This design comes from an exercise in tuning for small area on the open sky130 flow, not from production work.
RTL that was checked went through simulation tests only; none was proved equivalent to the original.
Power is estimated from default activity; no workload was simulated.

==> flow/design.v <==
module sbs #(
    parameter CHUNK_MAX = 62,      
    parameter N_MAX     = 4095     
) (
    input  wire        clk,
    input  wire        rst,
    input  wire        cmd_valid,
    output wire        cmd_ready,
    input  wire [7:0]  cmd_op,
    input  wire [31:0] cmd_arg,
    input  wire        wd_valid,
    output wire        wd_ready,
    input  wire [7:0]  wd_data,
    output wire        rd_valid,
    output wire [7:0]  rd_data,
    output wire        tx_valid,
    input  wire        tx_ready,
    output wire [7:0]  tx_data,
    output wire        tx_last,
    input  wire        rx_valid,
    output wire        rx_ready,
    input  wire [7:0]  rx_data,
    output wire        busy,
    output wire [7:0]  status,
    output wire [7:0]  cause,
    output wire [31:0] pins
);
    localparam [3:0] OP_SET_PINS   = 4'h1,
                     OP_LINK_INIT  = 4'h2,
                     OP_LINK_CLOSE = 4'h3,
                     OP_ENCODE     = 4'h4,
                     OP_DECODE     = 4'h5,
                     OP_TRANSFER   = 4'h6,
                     OP_WRITE_READ = 4'h7,
                     OP_CS_ASSERT  = 4'h8,
                     OP_CS_RELEASE = 4'h9,
                     OP_INSTR      = 4'hA;
    localparam [1:0] C_CLOCK = 2'd0, C_ECHO = 2'd1, C_PARAMETER = 2'd2, C_RESOURCE = 2'd3;
    localparam [2:0] S_IDLE = 3'd0,
                     S_ENC  = 3'd1,
                     S_DEC  = 3'd2,
                     S_SEND = 3'd4,
                     S_DUP  = 3'd5,
                     S_DROP = 3'd6,
                     S_READ = 3'd7;
    localparam [1:0] K_XFER = 2'd0, K_WR = 2'd1, K_INSN = 2'd2, K_CS = 2'd3;
    localparam [1:0] R_BODY = 2'd0, R_H1 = 2'd1, R_H0 = 2'd2, R_T1 = 2'd3;
    reg [2:0] pcs, pclk, pdin, pdout;    
    reg       pins_valid, link_open, cs_known, cs_level, faulted, err;
    reg [1:0] code;                      
    reg [2:0]  state;
    reg [1:0]  kind;
    reg        oflag;       
    reg        pend;        
    reg [1:0]  rh;          
    reg [15:0] rem;         
    reg [5:0]  ccnt;        
    reg [15:0] ihi;         
    reg [6:0]  ilo;         
    wire [31:0] insn = {ihi, rem[15:7], ilo};
    reg [7:0]  dbuf;        
    reg        dval;        
    wire [7:0]  sh   = ihi[7:0];
    function [7:0] dec8(input [2:0] i);
        dec8 = 8'h01 << i;
    endfunction
    wire [7:0] m_cs   = dec8(pcs);
    wire [7:0] m_clk  = dec8(pclk);
    wire [7:0] m_din  = dec8(pdin);
    wire [7:0] m_dout = dec8(pdout);
    assign busy      = (state != S_IDLE);
    assign cmd_ready = (state == S_IDLE) && !faulted;
    assign status    = {2'b00, err, faulted, cs_known & cs_level, cs_known, link_open, pins_valid};
    assign cause     = {5'b00000, faulted & (code[1] | code[0]), faulted & ~(code[1] ^ code[0]),
                        faulted & ~code[0]};
    assign pins      = {m_cs, m_clk, m_din, m_dout};
    wire        sending = (state == S_SEND) || (state == S_DUP);
    wire        head    = sending ? (ccnt[5:1] == 5'b11111) : (rh[1] ^ rh[0]);
    wire        lastt   = (rh == R_T1);
    wire        big     = rem[6] || ((kind != K_INSN) && (|rem[15:7]));
    wire [6:0]  y       = {1'b0, sending ? ccnt : 6'd0} - {1'b0, rem[5:0]};
    wire        body    = !head && !lastt;
    wire        pay     = body && (big || y[6]);
    wire        tail0   = body && !big && (y == 7'h00);
    wire        lastb   = lastt || (body && !big && (y == 7'h01));
    wire        one     = !big && (y == 7'h7F);         
    wire [5:0]  v       = y[5:0];                       
    wire        chunk_end = lastb ||
                            (ccnt == ((sending && rh == R_H0) ? CHUNK_MAX - 3 : CHUNK_MAX - 1));
    wire [7:0]  samp    = (state == S_READ) ? rx_data : dbuf;
    wire        s_clk   = |(samp & m_clk);
    wire        s_din   = |(samp & m_din);
    wire [4:0]  iidx    = {v[5:4] - {1'b0, !sending}, v[3:1]};
    wire        ibit    = insn[~iidx];
    wire        wbit    = samp[~v[3:1]];
    wire        xpay    = pay && (kind == K_XFER);
    wire        dpay    = pay && (kind != K_XFER);
    wire        dsel    = dpay && ((kind == K_INSN) ? ibit : (wbit && !(oflag && state == S_ENC)));
    wire [7:0]  vec     = (dsel ? m_dout : 8'h00) | ((dpay && v[0]) ? m_clk : 8'h00) |
                          ((sending && cs_level) ? m_cs : 8'h00) | (xpay ? samp : 8'h00);
    wire        needwd  = pay && (kind == K_XFER || kind == K_WR);
    wire        takewd  = needwd && (kind == K_XFER || v[3:0] == 4'hF) &&
                          ((state == S_DUP) || !chunk_end);
    assign tx_valid = sending && (!needwd || dval);
    assign tx_data  = vec;
    assign tx_last  = (state == S_DUP);
    assign wd_ready = !dval && ((state == S_ENC) || (state == S_DEC) || (sending && needwd));
    assign rx_ready = (state == S_DROP) || (state == S_READ);
    wire        rd_samp = (state == S_READ) && rx_valid;
    wire        dec_on  = (state == S_DEC) ||
                          ((state == S_READ) && pay && (kind == K_INSN || (kind == K_WR && oflag)));
    wire        devt    = dec_on && ((state == S_DEC) ? dval : rx_valid);
    wire        viol    = v[0] ? !s_clk : s_clk;
    wire        echo_bad = (kind == K_INSN) && v[0] && (v[5:4] == 2'd1 || v[5:4] == 2'd2) &&
                           (s_din != ibit);
    wire        dbyte   = v[3:0] == 4'hF;
    assign rd_valid = ((state == S_ENC) && dval) ||
                      (devt && dbyte && (state == S_DEC || kind == K_WR || v[5:4] == 2'd3)) ||
                      (rd_samp && xpay && oflag);
    assign rd_data  = (dec_on && !xpay) ? {sh[6:0], s_din} : vec;
    wire [3:0]  c_op    = cmd_op[7:4];
    wire [3:0]  c_flags = cmd_op[3:0];
    wire [15:0] c_n     = cmd_arg[15:0];
    wire        n_zero  = (c_n == 16'd0);
    wire        n_big   = (c_n[15:12] != 4'd0);
    function one_hot8(input [7:0] m);
        one_hot8 = (|m) &&
                   !((m[4] | m[5] | m[6] | m[7]) && (m[0] | m[1] | m[2] | m[3])) &&
                   !((m[2] | m[3] | m[6] | m[7]) && (m[0] | m[1] | m[4] | m[5])) &&
                   !((m[1] | m[3] | m[5] | m[7]) && (m[0] | m[2] | m[4] | m[6]));
    endfunction
    function [2:0] enc8(input [7:0] m);
        enc8 = {m[4] | m[5] | m[6] | m[7], m[2] | m[3] | m[6] | m[7], m[1] | m[3] | m[5] | m[7]};
    endfunction
    wire [2:0] a_cs   = enc8(cmd_arg[31:24]);
    wire [2:0] a_clk  = enc8(cmd_arg[23:16]);
    wire [2:0] a_din  = enc8(cmd_arg[15:8]);
    wire [2:0] a_dout = enc8(cmd_arg[7:0]);
    wire pins_ok = one_hot8(cmd_arg[31:24]) && one_hot8(cmd_arg[23:16]) &&
                   one_hot8(cmd_arg[15:8]) && one_hot8(cmd_arg[7:0]) &&
                   (a_cs != a_clk) && (a_cs != a_dout) && (a_clk != a_dout) &&
                   (a_din != a_cs) && (a_din != a_clk);
    wire accept = cmd_valid && cmd_ready;
    wire op_sp  = (c_op == OP_SET_PINS);
    wire op_li  = (c_op == OP_LINK_INIT);
    wire op_lc  = (c_op == OP_LINK_CLOSE);
    wire op_ed  = (c_op[3:1] == 3'b010);            
    wire op_xf  = (c_op == OP_TRANSFER);
    wire op_wr  = (c_op == OP_WRITE_READ);
    wire op_cs  = (c_op[3:1] == 3'b100);            
    wire op_in  = (c_op == OP_INSTR);
    wire op_fr  = op_xf || op_wr;                   
    wire legal  = ((op_sp || op_li || op_lc || op_cs || op_in || (c_op == OP_DECODE)) && c_flags == 4'h0) ||
                  ((c_op == OP_ENCODE) && c_flags[3:1] == 3'b000) ||
                  (op_fr && c_flags[3:2] == 2'b00);
    wire nolink = !link_open || (!c_flags[1] && !cs_known);
    wire xbig   = (c_n > 16 * N_MAX);
    wire f_par  = !legal || (op_sp && !pins_ok) ||
                  ((op_li || op_ed || op_cs || op_in) && !pins_valid) ||
                  ((op_cs || op_in) && !link_open) ||
                  (op_xf && !n_zero && (!pins_valid || nolink)) ||
                  (op_wr && !n_zero && (!pins_valid || (!n_big && nolink)));
    wire f_res  = (op_ed && n_big) || (op_xf && !n_zero && xbig) || (op_wr && n_big);
    wire f_any  = f_par || f_res;
    wire go     = accept && !f_any;
    wire run    = go && (((op_ed || op_fr) && !n_zero) || op_cs || op_in);
    task automatic fault(input [1:0] why);
        begin
            code      <= why;
            faulted   <= 1'b1;
            cs_known  <= 1'b0;
            link_open <= 1'b0;
        end
    endtask
    always @(posedge clk) begin
        if (state == S_IDLE) begin
            ihi   <= cmd_arg[31:16];
            ilo   <= cmd_arg[6:0];
            oflag <= c_flags[0];
            kind  <= op_xf ? K_XFER : op_in ? K_INSN : K_WR;    
            rh    <= op_ed ? R_BODY : op_cs ? R_T1 : R_H0;
            rem   <= op_xf ? c_n : op_in ? {c_n[15:7], 7'd64} : {c_n[11:0], 4'h0};
            ccnt  <= 6'd62;
            pend  <= 1'b0;
            dval  <= 1'b0;
        end else begin
            if (wd_valid && wd_ready) begin
                dbuf <= wd_data;
                dval <= 1'b1;
            end
            if (((state == S_ENC) && dval && v[3:0] == 4'hF) || ((state == S_DEC) && dval) ||
                (sending && tx_valid && tx_ready && takewd))
                dval <= 1'b0;
        end
        if (rst) begin
            state      <= S_IDLE;
            pins_valid <= 1'b0;
            link_open  <= 1'b0;
            cs_known   <= 1'b0;
            faulted    <= 1'b0;
            err        <= 1'b0;
        end else begin
            case (state)
            S_IDLE: if (accept) begin
                if (legal) err <= 1'b0;
                if (f_any) fault(f_par ? C_PARAMETER : C_RESOURCE);
                if (go && op_sp) begin
                    pcs        <= a_cs;
                    pclk       <= a_clk;
                    pdin       <= a_din;
                    pdout      <= a_dout;
                    pins_valid <= 1'b1;
                end
                if (go && (op_li || op_lc)) link_open <= op_li;
                if (go && (op_sp || op_li || op_lc)) cs_known <= 1'b0;
                if (run && !op_ed) begin
                    cs_known <= 1'b1;
                    if (op_cs || op_in || c_flags[1]) cs_level <= op_cs && c_op[0];
                end
                if (run) state <= (c_op == OP_ENCODE) ? S_ENC : (c_op == OP_DECODE) ? S_DEC : S_SEND;
            end
            S_ENC: if (dval) begin
                rem <= rem - 16'd1;
                if (one) state <= S_IDLE;
            end
            S_DEC: if (dval) begin
                rem <= rem - 16'd1;
                if (viol) pend <= 1'b1;
                if (v[0]) ihi[7:0] <= {sh[6:0], s_din};
                if (one) begin
                    err   <= pend || viol;
                    state <= S_IDLE;
                end
            end
            S_SEND: if (tx_valid && tx_ready) begin
                if (chunk_end) state <= S_DUP;
                else           ccnt  <= ccnt + 6'd1;
            end
            S_DUP: if (tx_valid && tx_ready) begin
                ccnt  <= 6'd0;
                state <= S_DROP;
            end
            S_DROP: if (rx_valid) state <= S_READ;
            S_READ: if (rx_valid) begin
                if (head)  rh  <= rh - 2'd1;
                if (pay)   rem <= rem - 16'd1;
                if (tail0) rh  <= R_T1;
                if (devt) begin
                    if (v[0] && (kind != K_INSN || v[5:4] == 2'd3)) ihi[7:0] <= {sh[6:0], s_din};
                    if (viol) begin
                        pend <= 1'b1;
                        code <= C_CLOCK;
                    end else if (echo_bad && !pend) begin
                        pend <= 1'b1;
                        code <= C_ECHO;
                    end
                end
                if (chunk_end) begin
                    ccnt <= 6'd0;
                    if (lastb) begin
                        state <= S_IDLE;
                        if (pend) fault(code);
                    end else
                        state <= S_SEND;
                end else
                    ccnt <= ccnt + 6'd1;
            end
            default: state <= S_IDLE;
            endcase
        end
    end
endmodule
Settings: LEC_CHECK=0, CAP_MARGIN=20, CORE_MARGIN=2, CORE_UTILIZATION=65, SLEW_MARGIN=20; clock period 10.0 ns.
standard.sh (not shown) runs the stock make flow with config.mk's settings and CLKGATE_MAP_FILE= SYNTH_SCRIPT=/design/flow/synth_recipe.tcl, a recipe that flattens the netlist after the stock synthesis.
==> flow/flow/run.sh <==
#!/bin/bash
# Standard layout, with the port buffers made from the smallest buffer cell
# and a clock tree without dummy balancing loads.
set -euo pipefail
export BUFFER_PORTS_ARGS="-buffer_cell sky130_fd_sc_hd__buf_1"
export CTS_ARGS="-sink_clustering_enable -repair_clock_nets -dont_use_dummy_load -buf_list sky130_fd_sc_hd__clkbuf_8"
bash standard.sh > standard.log 2>&1
The baseline produced a clean layout.
==> next run, changes <==
--- a/flow/design.v
+++ b/flow/design.v
@@ -38,12 +38,12 @@
     localparam [1:0] C_CLOCK = 2'd0, C_ECHO = 2'd1, C_PARAMETER = 2'd2, C_RESOURCE = 2'd3;
     localparam [2:0] S_IDLE = 3'd0,
                      S_ENC  = 3'd1,
                      S_DEC  = 3'd2,
-                     S_SEND = 3'd4,
-                     S_DUP  = 3'd5,
-                     S_DROP = 3'd6,
-                     S_READ = 3'd7;
+                     S_SEND = 3'd3,
+                     S_DUP  = 3'd4,
+                     S_DROP = 3'd5,
+                     S_READ = 3'd6;
     localparam [1:0] K_XFER = 2'd0, K_WR = 2'd1, K_INSN = 2'd2, K_CS = 2'd3;
     localparam [1:0] R_BODY = 2'd0, R_H1 = 2'd1, R_H0 = 2'd2, R_T1 = 2'd3;
     reg [2:0] pcs, pclk, pdin, pdout;    
     reg       pins_valid, link_open, cs_known, cs_level, faulted, err;
@@ -57,10 +57,8 @@
     reg [5:0]  ccnt;        
     reg [15:0] ihi;         
     reg [6:0]  ilo;         
     wire [31:0] insn = {ihi, rem[15:7], ilo};
-    reg [7:0]  dbuf;        
-    reg        dval;        
     wire [7:0]  sh   = ihi[7:0];
     function [7:0] dec8(input [2:0] i);
         dec8 = 8'h01 << i;
     endfunction
@@ -86,9 +84,9 @@
     wire        one     = !big && (y == 7'h7F);         
     wire [5:0]  v       = y[5:0];                       
     wire        chunk_end = lastb ||
                             (ccnt == ((sending && rh == R_H0) ? CHUNK_MAX - 3 : CHUNK_MAX - 1));
-    wire [7:0]  samp    = (state == S_READ) ? rx_data : dbuf;
+    wire [7:0]  samp    = (state == S_READ) ? rx_data : wd_data;
     wire        s_clk   = |(samp & m_clk);
     wire        s_din   = |(samp & m_din);
     wire [4:0]  iidx    = {v[5:4] - {1'b0, !sending}, v[3:1]};
     wire        ibit    = insn[~iidx];
@@ -100,22 +98,23 @@
                           ((sending && cs_level) ? m_cs : 8'h00) | (xpay ? samp : 8'h00);
     wire        needwd  = pay && (kind == K_XFER || kind == K_WR);
     wire        takewd  = needwd && (kind == K_XFER || v[3:0] == 4'hF) &&
                           ((state == S_DUP) || !chunk_end);
-    assign tx_valid = sending && (!needwd || dval);
+    assign tx_valid = sending && (!needwd || wd_valid);
     assign tx_data  = vec;
     assign tx_last  = (state == S_DUP);
-    assign wd_ready = !dval && ((state == S_ENC) || (state == S_DEC) || (sending && needwd));
+    assign wd_ready = ((state == S_ENC) && v[3:0] == 4'hF) || (state == S_DEC) ||
+                      (sending && takewd && tx_ready);
     assign rx_ready = (state == S_DROP) || (state == S_READ);
     wire        rd_samp = (state == S_READ) && rx_valid;
     wire        dec_on  = (state == S_DEC) ||
                           ((state == S_READ) && pay && (kind == K_INSN || (kind == K_WR && oflag)));
-    wire        devt    = dec_on && ((state == S_DEC) ? dval : rx_valid);
+    wire        devt    = dec_on && ((state == S_DEC) ? wd_valid : rx_valid);
     wire        viol    = v[0] ? !s_clk : s_clk;
     wire        echo_bad = (kind == K_INSN) && v[0] && (v[5:4] == 2'd1 || v[5:4] == 2'd2) &&
                            (s_din != ibit);
     wire        dbyte   = v[3:0] == 4'hF;
-    assign rd_valid = ((state == S_ENC) && dval) ||
+    assign rd_valid = ((state == S_ENC) && wd_valid) ||
                       (devt && dbyte && (state == S_DEC || kind == K_WR || v[5:4] == 2'd3)) ||
                       (rd_samp && xpay && oflag);
     assign rd_data  = (dec_on && !xpay) ? {sh[6:0], s_din} : vec;
     wire [3:0]  c_op    = cmd_op[7:4];
@@ -181,17 +180,8 @@
             rh    <= op_ed ? R_BODY : op_cs ? R_T1 : R_H0;
             rem   <= op_xf ? c_n : op_in ? {c_n[15:7], 7'd64} : {c_n[11:0], 4'h0};
             ccnt  <= 6'd62;
             pend  <= 1'b0;
-            dval  <= 1'b0;
-        end else begin
-            if (wd_valid && wd_ready) begin
-                dbuf <= wd_data;
-                dval <= 1'b1;
-            end
-            if (((state == S_ENC) && dval && v[3:0] == 4'hF) || ((state == S_DEC) && dval) ||
-                (sending && tx_valid && tx_ready && takewd))
-                dval <= 1'b0;
         end
         if (rst) begin
             state      <= S_IDLE;
             pins_valid <= 1'b0;
@@ -218,13 +208,13 @@
                     if (op_cs || op_in || c_flags[1]) cs_level <= op_cs && c_op[0];
                 end
                 if (run) state <= (c_op == OP_ENCODE) ? S_ENC : (c_op == OP_DECODE) ? S_DEC : S_SEND;
             end
-            S_ENC: if (dval) begin
+            S_ENC: if (wd_valid) begin
                 rem <= rem - 16'd1;
                 if (one) state <= S_IDLE;
             end
-            S_DEC: if (dval) begin
+            S_DEC: if (wd_valid) begin
                 rem <= rem - 16'd1;
                 if (viol) pend <= 1'b1;
                 if (v[0]) ihi[7:0] <= {sh[6:0], s_din};
                 if (one) begin
=> Utilization grows by 0.31 points. Global-route usage grows by 0.80 points. Hold slack is better by 0.012 ns. Setup slack loses 0.27 ns. Sequential power is lower by 10%. Total power drops by 4.9%. Clock power goes down by about 3%. Critical path depth came out higher by 3. Die area drops by 5.5%.
No functional check of the RTL was part of the second run of this note.

==> what the ideal ports hide <==
In the flow no input, the clock included, has a driving cell. The finished layouts below were timed again as built, in two steps. Step 1 (the two cells are an assumption about what drives the block):
set clk [get_ports {clk}]
set_driving_cell -lib_cell sky130_fd_sc_hd__clkbuf_16 $clk
set_driving_cell -lib_cell sky130_fd_sc_hd__buf_2 [delete_from_list [all_inputs] $clk]
Step 2 moves the port delays by t, midway between the first and last clock arrival at a register: inputs arrive t later, outputs are due t later. That takes back most of the time a late clock gives input paths. Slacks: no drivers / after step 1 / after step 2; pairs: no drivers / after step 1.
run | t (ns) | slack for setup (ns) | hold WS [ns] | worst register clock-pin slew, ns | cell pins on the clock port's net
the first run | 0.389 | 2.369 / 2.333 / 2.722 | 0.493 / 0.493 / 0.493 | 0.08 / 0.08 | 1
the second run | 0.405 | 2.101 / 2.062 / 2.468 | 0.506 / 0.506 / 0.506 | 0.07 / 0.07 | 1
After both steps every run listed still meets setup and hold.
